This design comes from an exercise in tuning for small area, a short achievable clock period and few clock cycles per item on the open sky130 flow, not from production work. Only simulation tests tie the RTL to the original design; equivalence was not proved.

### flow/config.mk
export PLATFORM = sky130hd
export DESIGN_NAME = braids_osc
export DESIGN_NICKNAME = braids_osc
export VERILOG_FILES = /design/flow/design.v
export SDC_FILE = /design/flow/constraint.sdc
export NUM_CORES = 8
export LEC_CHECK = 0
export ABC_AREA = 1
export CAP_MARGIN = 20
export CORE_MARGIN = 2
export CORE_UTILIZATION = 30
export SLEW_MARGIN = 20
### flow/constraint.sdc
create_clock -name core_clock -period 250.0 [get_ports {clk}]
set_input_delay 50.0000 -clock core_clock [delete_from_list [all_inputs] [get_ports {clk}]]
set_output_delay 50.0000 -clock core_clock [all_outputs]
set_load 0.01 [all_outputs]
### flow/design.v
module braids_osc (
    input  wire        clk,
    input  wire        rst,
    input  wire        in_valid,
    output wire        in_ready,
    input  wire [3:0]  in_shape,
    input  wire [15:0] in_pitch,
    input  wire [15:0] in_param,
    input  wire [15:0] in_aux,
    input  wire        in_sync,
    input  wire [31:0] in_phase,
    output reg         out_valid,
    output reg  [15:0] out_sample,
    output reg  [31:0] out_phase
);
localparam [3:0] SH_SAW       = 4'd0,
                 SH_VSAW      = 4'd1,
                 SH_CSAW      = 4'd2,
                 SH_SQUARE    = 4'd3,
                 SH_TRIANGLE  = 4'd4,
                 SH_SINE      = 4'd5,
                 SH_TRI_FOLD  = 4'd6,
                 SH_SINE_FOLD = 4'd7,
                 SH_BUZZ      = 4'd8;
reg        rdy;         
reg        v;           
reg  [1:0] c;           
reg  [3:0] shape;
reg  [15:0] pitch;
reg  [14:0] pc;
reg  [14:0] ac;
reg  [31:0] base;       
assign in_ready = rdy;
wire in_pc_neg = in_param[15];
wire in_multi  = ((in_shape == SH_BUZZ) & ~in_param[15] & (in_param[14] | in_param[13])) |
                 (in_shape == SH_VSAW);
wire [1:0] last_c = (shape == SH_BUZZ) ? pc[14:13] : (shape == SH_VSAW) ? 2'd1 : 2'd0;
always @(posedge clk) begin
    if (rst) begin
        rdy <= 1'b1;
        v   <= 1'b0;
        c   <= 2'd0;
    end else if (rdy) begin
        v   <= in_valid;
        c   <= 2'd0;
        rdy <= ~(in_valid & in_multi);
    end else begin
        c   <= c + 2'd1;
        rdy <= (c + 2'd1) == last_c;
    end
    if (rdy) begin
        shape <= in_shape;
        pitch <= in_pitch;
        pc    <= in_pc_neg ? 15'd0 : in_param[14:0];
        base  <= in_sync ? 32'd0 : in_phase;
    end
    ac <= in_aux[15] ? 15'd0 : in_aux[14:0];
end
wire [29:0] inc;
osc_phase_inc u_inc (.pitch(pitch), .inc(inc));
wire [31:0] phase = base + {2'b00, inc};
wire [15:0] p16   = phase[31:16];
function signed [15:0] clip16;
    input signed [31:0] x;
    begin
        if (x > 32'sd32767)
            clip16 = 16'sd32767;
        else if (x < -32'sd32768)
            clip16 = -16'sd32768;
        else
            clip16 = x[15:0];
    end
endfunction
wire signed [15:0] saw = {~p16[15], p16[14:0]};           
wire [14:0] tri_t = p16[14:0] ^ {15{p16[15]}};
wire signed [15:0] triangle = {~tri_t[14], tri_t[13:0], 1'b0};
wire [19:0] sq_31  = {pc, 5'd0} - {5'd0, pc};
wire [16:0] sq_thr = 17'd32768 + sq_31[19:5];
wire signed [15:0] square = ({1'b0, p16} < sq_thr) ? 16'sd32767 : -16'sd32767;
wire        vs_rising = ~p16[15] | (p16[14:0] < pc);
wire [15:0] vs_x   = vs_rising ? p16 : {1'b0, p16[14:0] - pc};
wire [15:0] vs_den = vs_rising ? {1'b1, pc} : (16'd32768 - {1'b0, pc});
reg  [31:0] r;
reg  signed [17:0] acc;
wire        vs_first = (c == 2'd0);
wire [17:0] vs_s_i = vs_first ? {2'b00, vs_x} : r[31:14];
wire [17:0] vs_c_i = vs_first ? 18'd0 : {r[13:0], acc[17:15], 1'b0};
wire        vs_n_i = vs_first ? 1'b0 : acc[14];
wire [17:0] vs_s_o, vs_c_o;
wire        vs_n_o;
wire [7:0]  vs_qb;
osc_nrdiv8 u_div (.s(vs_s_i), .c(vs_c_i), .neg(vs_n_i), .den(vs_den),
                  .s_o(vs_s_o), .c_o(vs_c_o), .neg_o(vs_n_o), .q(vs_qb));
wire [17:0] vs_t  = vs_s_o + vs_c_o + (vs_n_o ? {2'b00, vs_den} : 18'd0) - {2'b00, vs_x};
wire [15:0] vs_q  = {acc[7:0], vs_qb} - {15'd0, vs_t[17]};
wire signed [15:0] vsaw = vs_rising ? {~vs_q[15], vs_q[14:0]} : {vs_q[15], ~vs_q[14:0]};
wire [31:0] h1 = (c == 2'd0) ? phase : r;
wire [31:0] h2 = (c == 2'd0) ? {phase[30:0], 1'b0} : (r + phase);
always @(posedge clk)
    if (shape == SH_VSAW)
        r <= {vs_s_o, vs_c_o[17:4]};
    else
        r <= h2 + phase;
wire signed [15:0] s1_a, s2_a;
wire signed [10:0] s1_d, s2_d;
osc_sin_lookup u_l1 (.i(h1[31:24]), .a(s1_a), .d(s1_d));
osc_sin_lookup u_l2 (.i(h2[31:24]), .a(s2_a), .d(s2_d));
wire signed [27:0] s1_p = s1_d * $signed({1'b0, h1[23:8]});
wire signed [15:0] sine = s1_a + $signed(s1_p[27:16]);
wire [29:0] fg_m  = {pc, 14'd0} + {pc, 13'd0} - {15'd0, pc};    
wire [15:0] fgain = 16'd8192 + fg_m[29:15];
reg  signed [15:0] m_a;
reg         [15:0] m_b;
always @(*) begin
    case (shape)
        SH_CSAW:      begin m_a = saw;      m_b = {1'b0, pc}; end
        SH_TRI_FOLD:  begin m_a = triangle; m_b = fgain;      end
        SH_SINE_FOLD: begin m_a = sine;     m_b = fgain;      end
        default:      begin m_a = s2_d;     m_b = h2[23:8];   end
    endcase
end
wire signed [32:0] m_p = m_a * $signed({1'b0, m_b});
wire signed [15:0] cs_ws   = clip16(m_p >>> 13);
wire signed [16:0] cs_sum  = saw + cs_ws;
wire signed [15:0] cs_dc   = ($signed({1'b0, ac}) - 16'sd16384) >>> 3;
wire signed [17:0] cs_mid  = (cs_sum >>> 1) + cs_dc;
wire signed [31:0] cs_gain = cs_mid * 18'sd13;
wire signed [15:0] csaw    = clip16(cs_gain >>> 3);
wire [15:0] fold_x = {~m_p[30], m_p[29:15]};
wire signed [15:0] folded;
osc_fold u_fold (.x(fold_x), .value(folded));
wire signed [15:0] harm2 = s2_a + $signed(m_p[27:16]);
wire        en2 = (c != pc[14:13]) | pc[12];
wire [2:0]  sh1 = {c, 1'b0};
wire signed [15:0] t1 = sine >>> sh1;
wire signed [15:0] t2 = en2 ? (harm2 >>> (sh1 + 3'd1)) : 16'sd0;
wire signed [17:0] acc_n = ((c == 2'd0) ? 18'sd0 : acc) + t1 + t2;
always @(posedge clk)
    if (shape == SH_VSAW)
        acc <= {vs_c_o[3:1], vs_n_o, 6'd0, vs_qb};
    else
        acc <= acc_n;
wire signed [15:0] buzz = clip16(acc_n);
reg signed [15:0] sample;
always @(*) begin
    case (shape)
        SH_SAW:       sample = saw;
        SH_VSAW:      sample = vsaw;
        SH_CSAW:      sample = csaw;
        SH_SQUARE:    sample = square;
        SH_TRIANGLE:  sample = triangle;
        SH_SINE:      sample = sine;
        SH_TRI_FOLD:  sample = folded;
        SH_SINE_FOLD: sample = folded;
        SH_BUZZ:      sample = buzz;
        default:      sample = 16'sd0;
    endcase
end
always @(posedge clk) begin
    if (rst)
        out_valid <= 1'b0;
    else
        out_valid <= v & rdy;
    out_sample <= sample;
    out_phase  <= phase;
end
endmodule
module osc_phase_inc (
    input  wire [15:0] pitch,
    output wire [29:0] inc
);
wire        clampv = ~pitch[15] & pitch[14];
wire [15:0] u      = clampv ? 16'hBFFF : {~pitch[15], pitch[14:0]};
wire [6:0]  hi     = u[15:9];
reg [4:0] oct;
reg [1:0] rem;
always @(*) begin
    oct = hi / 7'd3;
    rem = hi % 7'd3;
end
wire [30:0] a;
wire [23:0] d;
osc_inc_a_rom rom_a (.addr({rem, u[8:4]}), .data(a));
osc_inc_d_rom rom_d (.addr({rem, u[8:4]}), .data(d));
wire [34:0] s  = {a, 4'd0} + d * u[3:0];
wire [29:0] s5 = s[34:5];
assign inc = s5 >> (~oct);
endmodule
module osc_sin_lookup (
    input  wire [7:0]  i,
    output wire signed [15:0] a,
    output wire signed [10:0] d
);
wire [1:0] q = i[7:6];
wire [5:0] j = i[5:0];
wire [6:0] ja = q[0] ? (7'd64 - {1'b0, j}) : {1'b0, j};
wire [5:0] jd = q[0] ? ~j : j;
wire [14:0] qa;
wire [9:0]  dd;
osc_sin_q_rom ra (.addr(ja), .data(qa));
osc_sin_d_rom rd (.addr(jd), .data(dd));
assign a = q[1] ? -$signed({1'b0, qa}) : $signed({1'b0, qa});
assign d = (q[1] ^ q[0]) ? -$signed({1'b0, dd}) : $signed({1'b0, dd});
endmodule
module osc_fold (
    input  wire [15:0] x,
    output wire signed [15:0] value
);
wire [14:0] z    = x[14:0] + 15'd8192;
wire        down = z[14] & (z[13:0] != 14'd0);             
wire [14:0] t    = down ? (15'd24576 - z) : (z - 15'd8192);  
wire [6:0]  i7   = x[14:8];
wire        fnz  = x[7:0] != 8'd0;
wire signed [1:0] corr = ((i7 == 7'd31) & fnz) ? -2'sd1 :
                         (i7 == 7'd32)         ? -2'sd1 :
                         ((i7 == 7'd96) & ~fnz) ? 2'sd1 : 2'sd0;
wire signed [16:0] v = $signed({t[14], t, 2'b00}) + corr;
assign value = v[15:0];
endmodule
module osc_nrdiv_step (
    input  wire [17:0] s,
    input  wire [17:0] c,
    input  wire        neg,
    input  wire [15:0] den,
    output wire [17:0] s_o,
    output wire [17:0] c_o,
    output wire        neg_o
);
wire [17:0] a  = {s[16:0], 1'b0};
wire [17:0] b  = {c[16:0], ~neg};                
wire [17:0] op = neg ? {2'b00, den} : ~{2'b00, den};
assign s_o = a ^ b ^ op;
assign c_o = {((a[16:0] & b[16:0]) | (a[16:0] & op[16:0]) | (b[16:0] & op[16:0])), 1'b0};
wire [17:0] w = s_o + c_o;
assign neg_o = w[17];
endmodule
module osc_nrdiv8 (
    input  wire [17:0] s,
    input  wire [17:0] c,
    input  wire        neg,
    input  wire [15:0] den,
    output wire [17:0] s_o,
    output wire [17:0] c_o,
    output wire        neg_o,
    output wire [7:0]  q
);
wire [17:0] ss [0:8];
wire [17:0] cc [0:8];
wire [8:0]  nn;
assign ss[0] = s;
assign cc[0] = c;
assign nn[0] = neg;
genvar k;
generate
    for (k = 0; k < 8; k = k + 1) begin : g_step
        osc_nrdiv_step u (.s(ss[k]), .c(cc[k]), .neg(nn[k]), .den(den),
                          .s_o(ss[k+1]), .c_o(cc[k+1]), .neg_o(nn[k+1]));
        assign q[7-k] = ~nn[k+1];
    end
endgenerate
assign s_o   = ss[8];
assign c_o   = cc[8];
assign neg_o = nn[8];
endmodule
module osc_inc_a_rom (
    input  wire [6:0] addr,
    output reg  [30:0] data
);
always @(*) begin
    case (addr)
        7'd0: data = 31'h23707835;
        7'd1: data = 31'h23b23660;
        7'd2: data = 31'h23f46e81;
        7'd3: data = 31'h2437217a;
        7'd4: data = 31'h247a502e;
        7'd5: data = 31'h24bdfb83;
        7'd6: data = 31'h25022460;
        7'd7: data = 31'h2546cbaf;
        7'd8: data = 31'h258bf259;
        7'd9: data = 31'h25d1994b;
        7'd10: data = 31'h2617c172;
        7'd11: data = 31'h265e6bc0;
        7'd12: data = 31'h26a59924;
        7'd13: data = 31'h26ed4a92;
        7'd14: data = 31'h27358100;
        7'd15: data = 31'h277e3d63;
        7'd16: data = 31'h27c780b5;
        7'd17: data = 31'h28114bef;
        7'd18: data = 31'h285ba00e;
        7'd19: data = 31'h28a67e10;
        7'd20: data = 31'h28f1e6f4;
        7'd21: data = 31'h293ddbbd;
        7'd22: data = 31'h298a5d6d;
        7'd23: data = 31'h29d76d0a;
        7'd24: data = 31'h2a250b9c;
        7'd25: data = 31'h2a733a2b;
        7'd26: data = 31'h2ac1f9c2;
        7'd27: data = 31'h2b114b70;
        7'd28: data = 31'h2b613042;
        7'd29: data = 31'h2bb1a949;
        7'd30: data = 31'h2c02b79a;
        7'd31: data = 31'h2c545c48;
        7'd32: data = 31'h2ca6986a;
        7'd33: data = 31'h2cf96d1a;
        7'd34: data = 31'h2d4cdb72;
        7'd35: data = 31'h2da0e48f;
        7'd36: data = 31'h2df58991;
        7'd37: data = 31'h2e4acb99;
        7'd38: data = 31'h2ea0abca;
        7'd39: data = 31'h2ef72b4a;
        7'd40: data = 31'h2f4e4b3f;
        7'd41: data = 31'h2fa60cd5;
        7'd42: data = 31'h2ffe7135;
        7'd43: data = 31'h3057798f;
        7'd44: data = 31'h30b12713;
        7'd45: data = 31'h310b7af3;
        7'd46: data = 31'h31667663;
        7'd47: data = 31'h31c21a9b;
        7'd48: data = 31'h321e68d4;
        7'd49: data = 31'h327b6249;
        7'd50: data = 31'h32d90837;
        7'd51: data = 31'h33375bdf;
        7'd52: data = 31'h33965e83;
        7'd53: data = 31'h33f61167;
        7'd54: data = 31'h345675d3;
        7'd55: data = 31'h34b78d0f;
        7'd56: data = 31'h35195868;
        7'd57: data = 31'h357bd92c;
        7'd58: data = 31'h35df10aa;
        7'd59: data = 31'h36430037;
        7'd60: data = 31'h36a7a927;
        7'd61: data = 31'h370d0cd3;
        7'd62: data = 31'h37732c95;
        7'd63: data = 31'h37da09ca;
        7'd64: data = 31'h3841a5d1;
        7'd65: data = 31'h38aa020c;
        7'd66: data = 31'h39131fdf;
        7'd67: data = 31'h397d00b3;
        7'd68: data = 31'h39e7a5f1;
        7'd69: data = 31'h3a531104;
        7'd70: data = 31'h3abf435d;
        7'd71: data = 31'h3b2c3e6c;
        7'd72: data = 31'h3b9a03a6;
        7'd73: data = 31'h3c089482;
        7'd74: data = 31'h3c77f27a;
        7'd75: data = 31'h3ce81f0b;
        7'd76: data = 31'h3d591bb3;
        7'd77: data = 31'h3dcae9f4;
        7'd78: data = 31'h3e3d8b54;
        7'd79: data = 31'h3eb1015a;
        7'd80: data = 31'h3f254d91;
        7'd81: data = 31'h3f9a7185;
        7'd82: data = 31'h40106ec8;
        7'd83: data = 31'h408746ec;
        7'd84: data = 31'h40fefb87;
        7'd85: data = 31'h41778e32;
        7'd86: data = 31'h41f1008a;
        7'd87: data = 31'h426b542c;
        7'd88: data = 31'h42e68abc;
        7'd89: data = 31'h4362a5de;
        7'd90: data = 31'h43dfa739;
        7'd91: data = 31'h445d907a;
        7'd92: data = 31'h44dc634e;
        7'd93: data = 31'h455c2167;
        7'd94: data = 31'h45dccc79;
        7'd95: data = 31'h465e663b;
        default: data = 31'h0;
    endcase
end
endmodule
module osc_inc_d_rom (
    input  wire [6:0] addr,
    output reg  [23:0] data
);
always @(*) begin
    case (addr)
        7'd0: data = 24'h41be2b;
        7'd1: data = 24'h423821;
        7'd2: data = 24'h42b2f9;
        7'd3: data = 24'h432eb4;
        7'd4: data = 24'h43ab55;
        7'd5: data = 24'h4428dd;
        7'd6: data = 24'h44a74f;
        7'd7: data = 24'h4526aa;
        7'd8: data = 24'h45a6f2;
        7'd9: data = 24'h462827;
        7'd10: data = 24'h46aa4e;
        7'd11: data = 24'h472d64;
        7'd12: data = 24'h47b16e;
        7'd13: data = 24'h48366e;
        7'd14: data = 24'h48bc63;
        7'd15: data = 24'h494352;
        7'd16: data = 24'h49cb3a;
        7'd17: data = 24'h4a541f;
        7'd18: data = 24'h4ade02;
        7'd19: data = 24'h4b68e4;
        7'd20: data = 24'h4bf4c9;
        7'd21: data = 24'h4c81b0;
        7'd22: data = 24'h4d0f9d;
        7'd23: data = 24'h4d9e92;
        7'd24: data = 24'h4e2e8f;
        7'd25: data = 24'h4ebf97;
        7'd26: data = 24'h4f51ae;
        7'd27: data = 24'h4fe4d2;
        7'd28: data = 24'h507907;
        7'd29: data = 24'h510e51;
        7'd30: data = 24'h51a4ae;
        7'd31: data = 24'h523c22;
        7'd32: data = 24'h52d4b0;
        7'd33: data = 24'h536e58;
        7'd34: data = 24'h54091d;
        7'd35: data = 24'h54a502;
        7'd36: data = 24'h554208;
        7'd37: data = 24'h55e031;
        7'd38: data = 24'h567f80;
        7'd39: data = 24'h571ff5;
        7'd40: data = 24'h57c196;
        7'd41: data = 24'h586460;
        7'd42: data = 24'h59085a;
        7'd43: data = 24'h59ad84;
        7'd44: data = 24'h5a53e0;
        7'd45: data = 24'h5afb70;
        7'd46: data = 24'h5ba438;
        7'd47: data = 24'h5c4e39;
        7'd48: data = 24'h5cf975;
        7'd49: data = 24'h5da5ee;
        7'd50: data = 24'h5e53a8;
        7'd51: data = 24'h5f02a4;
        7'd52: data = 24'h5fb2e4;
        7'd53: data = 24'h60646c;
        7'd54: data = 24'h61173c;
        7'd55: data = 24'h61cb59;
        7'd56: data = 24'h6280c4;
        7'd57: data = 24'h63377e;
        7'd58: data = 24'h63ef8d;
        7'd59: data = 24'h64a8f0;
        7'd60: data = 24'h6563ac;
        7'd61: data = 24'h661fc2;
        7'd62: data = 24'h66dd35;
        7'd63: data = 24'h679c07;
        7'd64: data = 24'h685c3b;
        7'd65: data = 24'h691dd3;
        7'd66: data = 24'h69e0d4;
        7'd67: data = 24'h6aa53e;
        7'd68: data = 24'h6b6b13;
        7'd69: data = 24'h6c3259;
        7'd70: data = 24'h6cfb0f;
        7'd71: data = 24'h6dc53a;
        7'd72: data = 24'h6e90dc;
        7'd73: data = 24'h6f5df8;
        7'd74: data = 24'h702c91;
        7'd75: data = 24'h70fca8;
        7'd76: data = 24'h71ce41;
        7'd77: data = 24'h72a160;
        7'd78: data = 24'h737606;
        7'd79: data = 24'h744c37;
        7'd80: data = 24'h7523f4;
        7'd81: data = 24'h75fd43;
        7'd82: data = 24'h76d824;
        7'd83: data = 24'h77b49b;
        7'd84: data = 24'h7892ab;
        7'd85: data = 24'h797258;
        7'd86: data = 24'h7a53a2;
        7'd87: data = 24'h7b3690;
        7'd88: data = 24'h7c1b22;
        7'd89: data = 24'h7d015b;
        7'd90: data = 24'h7de941;
        7'd91: data = 24'h7ed2d4;
        7'd92: data = 24'h7fbe19;
        7'd93: data = 24'h80ab12;
        7'd94: data = 24'h8199c2;
        7'd95: data = 24'h828a2e;
        default: data = 24'h0;
    endcase
end
endmodule
module osc_sin_q_rom (
    input  wire [6:0] addr,
    output reg  [14:0] data
);
always @(*) begin
    case (addr)
        7'd0: data = 15'h0;
        7'd1: data = 15'h324;
        7'd2: data = 15'h648;
        7'd3: data = 15'h96a;
        7'd4: data = 15'hc8c;
        7'd5: data = 15'hfab;
        7'd6: data = 15'h12c8;
        7'd7: data = 15'h15e2;
        7'd8: data = 15'h18f9;
        7'd9: data = 15'h1c0b;
        7'd10: data = 15'h1f1a;
        7'd11: data = 15'h2223;
        7'd12: data = 15'h2528;
        7'd13: data = 15'h2826;
        7'd14: data = 15'h2b1f;
        7'd15: data = 15'h2e11;
        7'd16: data = 15'h30fb;
        7'd17: data = 15'h33df;
        7'd18: data = 15'h36ba;
        7'd19: data = 15'h398c;
        7'd20: data = 15'h3c56;
        7'd21: data = 15'h3f17;
        7'd22: data = 15'h41ce;
        7'd23: data = 15'h447a;
        7'd24: data = 15'h471c;
        7'd25: data = 15'h49b4;
        7'd26: data = 15'h4c3f;
        7'd27: data = 15'h4ebf;
        7'd28: data = 15'h5133;
        7'd29: data = 15'h539b;
        7'd30: data = 15'h55f5;
        7'd31: data = 15'h5842;
        7'd32: data = 15'h5a82;
        7'd33: data = 15'h5cb3;
        7'd34: data = 15'h5ed7;
        7'd35: data = 15'h60eb;
        7'd36: data = 15'h62f1;
        7'd37: data = 15'h64e8;
        7'd38: data = 15'h66cf;
        7'd39: data = 15'h68a6;
        7'd40: data = 15'h6a6d;
        7'd41: data = 15'h6c23;
        7'd42: data = 15'h6dc9;
        7'd43: data = 15'h6f5e;
        7'd44: data = 15'h70e2;
        7'd45: data = 15'h7254;
        7'd46: data = 15'h73b5;
        7'd47: data = 15'h7504;
        7'd48: data = 15'h7641;
        7'd49: data = 15'h776b;
        7'd50: data = 15'h7884;
        7'd51: data = 15'h7989;
        7'd52: data = 15'h7a7c;
        7'd53: data = 15'h7b5c;
        7'd54: data = 15'h7c29;
        7'd55: data = 15'h7ce3;
        7'd56: data = 15'h7d89;
        7'd57: data = 15'h7e1d;
        7'd58: data = 15'h7e9c;
        7'd59: data = 15'h7f09;
        7'd60: data = 15'h7f61;
        7'd61: data = 15'h7fa6;
        7'd62: data = 15'h7fd8;
        7'd63: data = 15'h7ff5;
        7'd64: data = 15'h7fff;
        default: data = 15'h0;
    endcase
end
endmodule
module osc_sin_d_rom (
    input  wire [5:0] addr,
    output reg  [9:0] data
);
always @(*) begin
    case (addr)
        6'd0: data = 10'h324;
        6'd1: data = 10'h324;
        6'd2: data = 10'h322;
        6'd3: data = 10'h322;
        6'd4: data = 10'h31f;
        6'd5: data = 10'h31d;
        6'd6: data = 10'h31a;
        6'd7: data = 10'h317;
        6'd8: data = 10'h312;
        6'd9: data = 10'h30f;
        6'd10: data = 10'h309;
        6'd11: data = 10'h305;
        6'd12: data = 10'h2fe;
        6'd13: data = 10'h2f9;
        6'd14: data = 10'h2f2;
        6'd15: data = 10'h2ea;
        6'd16: data = 10'h2e4;
        6'd17: data = 10'h2db;
        6'd18: data = 10'h2d2;
        6'd19: data = 10'h2ca;
        6'd20: data = 10'h2c1;
        6'd21: data = 10'h2b7;
        6'd22: data = 10'h2ac;
        6'd23: data = 10'h2a2;
        6'd24: data = 10'h298;
        6'd25: data = 10'h28b;
        6'd26: data = 10'h280;
        6'd27: data = 10'h274;
        6'd28: data = 10'h268;
        6'd29: data = 10'h25a;
        6'd30: data = 10'h24d;
        6'd31: data = 10'h240;
        6'd32: data = 10'h231;
        6'd33: data = 10'h224;
        6'd34: data = 10'h214;
        6'd35: data = 10'h206;
        6'd36: data = 10'h1f7;
        6'd37: data = 10'h1e7;
        6'd38: data = 10'h1d7;
        6'd39: data = 10'h1c7;
        6'd40: data = 10'h1b6;
        6'd41: data = 10'h1a6;
        6'd42: data = 10'h195;
        6'd43: data = 10'h184;
        6'd44: data = 10'h172;
        6'd45: data = 10'h161;
        6'd46: data = 10'h14f;
        6'd47: data = 10'h13d;
        6'd48: data = 10'h12a;
        6'd49: data = 10'h119;
        6'd50: data = 10'h105;
        6'd51: data = 10'hf3;
        6'd52: data = 10'he0;
        6'd53: data = 10'hcd;
        6'd54: data = 10'hba;
        6'd55: data = 10'ha6;
        6'd56: data = 10'h94;
        6'd57: data = 10'h7f;
        6'd58: data = 10'h6d;
        6'd59: data = 10'h58;
        6'd60: data = 10'h45;
        6'd61: data = 10'h32;
        6'd62: data = 10'h1d;
        6'd63: data = 10'ha;
        default: data = 10'h0;
    endcase
end
endmodule
### flow/run.sh
#!/bin/bash
# synth_recipe.tcl (not shown) runs the flow's synth.tcl, then flattens the netlist and writes it again
# the make line also repeats each setting of config.mk as NAME=value (left out here)
make -C /OpenROAD-flow-scripts/flow DESIGN_CONFIG=/design/flow/config.mk WORK_HOME=/design/flow/orfs CLKGATE_MAP_FILE= SYNTH_SCRIPT=/design/flow/synth_recipe.tcl finish
==> metrics.csv <==
stage,metric,value,unit
floorplanning,initial core utilization,30.2,%
routing,Iteration-0 DRC Markers,6598,
final_layout,# fillers,23200,
final_layout,layout cell share with drive strength beyond 1,5.55,%
timing,final hold violation count,0,
worst_setup_path,Crit path arrival time,1970,ps
synth,commonest cells in the netlist,"nand2_1, inv_1, nor2_1, ha_1, a21oi_1",
worst_setup_path,crit path max fanout,20,
synth,library cells used by synthesis,92,
timing,minimum clock period,51970,ps
flow_run,Max-cap violations,0,
synth,Yosys reg bits,182,
timing,number of setup violations in the final report,0,
worst_setup_path,crit-path cells,clkdlybuf4s50_1,
synth,most numerous cell in the Yosys netlist,nand2_1,
floorplanning,num ports,138,
clock_tree,CTS buffer count,17,
global_route,largest net degree at the start of global routing,66,
clock_tree,worst skew pair latency,600,ps
synth,cell area after synthesis,63200,µm²
floorplanning,die height,463,µm
placed_design,Port Buffers,134,
routing,final wirelength,245000,µm
worst_setup_path,crit path kind,flop to output port,
floorplanning,die area,214000,µm²
synth,most used flip-flop cell after synthesis,dfxtp_1,
final_layout,register area,4330,µm²
worst_setup_path,CP max-delay cell,clkdlybuf4s50_1,
timing,relative slew slack,27.1,%
clock_tree,Longest Clk Path Bufs,2,
routing,DR WL/cell,20.0,µm
timing,Slew @ Worst Pin,1090,ps
global_route,total global-route track usage,22.4,%
synth,"EDFF count, synth",68,
routing,routed via count,63100,
global_route,first-pass GRT wire length,371000,µm
floorplanning,row count,168,
clock_tree,"Clk pin slew, worst setup/hold paths",90,ps
synth,syn_area_per_cell,6.70,µm²
floorplanning,die width,463,µm
final_layout,Area Growth Syn to Fin,8.33,%
worst_setup_path,Crit path max-delay family,buffers and inverters,
worst_setup_path,Worst Path Buf+Inv,1,
timing,RSZ-0062 raised after global routing,no,
timing,number of max-slew violations in the final report,0,
placed_design,routability cong.,1.03,
global_route,number of global-route vias before repair,59500,
outcome,outcome,timing/DRC/antenna clean,
synth,Post-Synthesis Net Count,10900,
global_route,initial antenna violation count,17,
clock_tree,CTS tree,done,
clock_tree,"Setup Fix Bufs, Post-CTS",0,
synth,post-synth top area cell,fa_1,
final_layout,area occupied by multi-input gates,51100,µm²
worst_setup_path,CP max stage delay,710,ps
clock_tree,Resized Gates After CTS,0,
routing,First-pass DRT Iterations,6,
floorplanning,Core Box Area,210000,µm²
clock_tree,hold buffers post-CTS,0,
clock_tree,CTS H-tree depth,4,
synth,post-synth top area share,17.2,%
clock_tree,Root Buffer,clkbuf_16,
timing,Setup TNS Final,0,ps
synth,post-synthesis sequential area ratio,6.84,%
timing,period utilization,20.8,%
placed_design,DP Wirelength,203000,µm
timing,fmax,19.2,MHz
synth,Gate Count Post-Synth,9433,
synth,"FFs w/ async S/R, synth",0,%
timing,Clock Skew,45.0,ps
global_route,grt total ovfl,0,
routing,Vias/cell,5.14,
synth,YS warnings,7,
worst_hold_path,hold crit path type,flop to flop,
worst_setup_path,CP Capture Type,output port,
routing,Antenna Violating Nets Remaining,0,
worst_setup_path,crit path launch type,flop,
synth,Area contributors post-synth,"fa_1, ha_1, nand2_1",
worst_setup_path,register-to-register setup slack,200370,ps
final_layout,Post-layout nets,10900,
worst_setup_path,CP required,200000,ps
clock_tree,clk sink count,182,
routing,# DRC,0,
final_layout,final core utilization,32.7,%
## worst min-delay path, delay by kind of cell, from the launching register on
kind             cells  cell delay (ps)
DFF                  1              320
and+or+nand+nor      2               80
## flip-flops by register name, summed over array words and instances (netlist names), 2 cells and up, named ones only
register / count
out_phase: 32
acc: 18
pc: 15
pitch: 16
shape: 4
c: 2
ac: 12
base: 32
r: 31
out_sample: 16
## path summary, 6_finish.rpt
path,from,to,cells past startpoint
setup / recovery,rdy,in_ready,1
hold / removal,v,out_valid,2
setup reg to reg,pitch[13],out_sample[6],249
hold reg to reg,v,out_valid,2
## layout make-up
| class | count | share of cell area [%] |
|---|---|---|
| multi-input combinational | 7207 | 74.6 |
| inverter | 1773 | 9.75 |
| sequential | 182 | 6.32 |
| tap | 2805 | 5.12 |
| timing repair buffer | 260 | 3.34 |
| clock buffer | 20 | 0.698 |
| clock inverter | 12 | 0.163 |
| antenna | 6 | 0.0219 |
## layer usage
| layer | share of wire [%] | up-vias | GRT usage, % |
|---|---|---|---|
| met5 | 0.063 | - | 0 |
| met4 | 3.7 | 10 | 7.76 |
| met3 | 8.5 | 394 | 3.93 |
| met2 | 42 | 2591 | 33.4 |
| met1 | 46 | 29800 | 32.1 |
| li1 | - | 30300 | - |
## cells in the final DEF (no fill, tap or decap), types with 15 or more instances in the layout
| master | instances |
|---|---|
| o21ai_2 | 15 |
| clkbuf_16 | 18 |
| a31oi_1 | 69 |
| buf_4 | 126 |
| nand3_1 | 489 |
| o21ai_1 | 68 |
| xor2_2 | 21 |
| a21oi_1 | 544 |
| nand2_1 | 1888 |
| or2_2 | 64 |
| nand2_4 | 26 |
| ha_1 | 789 |
| o22ai_1 | 35 |
| inv_2 | 48 |
| o2111ai_1 | 29 |
| nand4_1 | 60 |
| o21ai_0 | 475 |
| o311ai_0 | 27 |
| clkdlybuf4s50_1 | 134 |
| a21o_1 | 25 |
| edfxtp_1 | 68 |
| o21bai_1 | 56 |
| o211ai_1 | 70 |
| nand2_2 | 81 |
| o31ai_1 | 34 |
| dfxtp_1 | 113 |
| o221ai_1 | 29 |
| fa_1 | 542 |
| xor2_1 | 342 |
| nor4_1 | 17 |
| inv_1 | 1702 |
| xnor2_1 | 102 |
| nor3_1 | 75 |
| nor2_1 | 963 |
| o21a_1 | 16 |
| nor2_2 | 22 |
| a211oi_1 | 26 |
## cell families (layout without fill, tap and decap cells)
logic type,count (synthesis),in the layout,share of synthesized area (%)
AND/OR/NAND/NOR,3766,3766,25.5
flip-flops,182,182,6.84
adder cells (fa/ha/maj),1332,1332,32.8
multiplexers,12,12,0.192
XOR/XNOR,475,475,6.87
AO/OA/AOI/OAI,1622,1622,15.2
other,0,6,0
buffers and inverters,2044,2065,12.6
## through the flow
step / setup WS, ps / instances / hold slack [ps] / area [µm²]
5_1_grt: 196560 / 12300 / 459 / 68500
4_1_cts: 197920 / 12300 / 439 / 68500
2_1_floorplan: 198150 / 9433 / 410 / 63200
6_report: 198030 / 12300 / 439 / 68500
3_5_place_dp: 198320 / 12200 / 426 / 67900
3_3_place_gp: 198330 / 12200 / 430 / 67900
Testbench counts, summed over its fixed seeds: cycles 102,456, items 80,000.

[afterwards: timing with drivers on the ports]
The flow's constraints put no driver on any port. The routed layout listed below was extracted and timed again, unchanged, in two steps. Step 1 (the two cells are an assumption about what drives the block):
set clk [get_ports {clk}]
set_driving_cell -lib_cell sky130_fd_sc_hd__clkbuf_16 $clk
set_driving_cell -lib_cell sky130_fd_sc_hd__buf_2 [delete_from_list [all_inputs] $clk]
Step 2 times the ports against the registers' clock, not the clock port: input delays grow and output delays shrink by t, the midpoint of the rising clock arrivals with the driver on. Three values: ideal, step 1, step 2; two values: the first two.
shift t [ns]: 0.672
slack for setup (ns): 198.030 / 197.932 / 198.311
clock arrival spread, ns: 0.046 / 0.046
After both steps this run still meets setup and hold. The setup slack of this run moves by -0.098 ns with the drivers and by +0.281 ns with both steps.
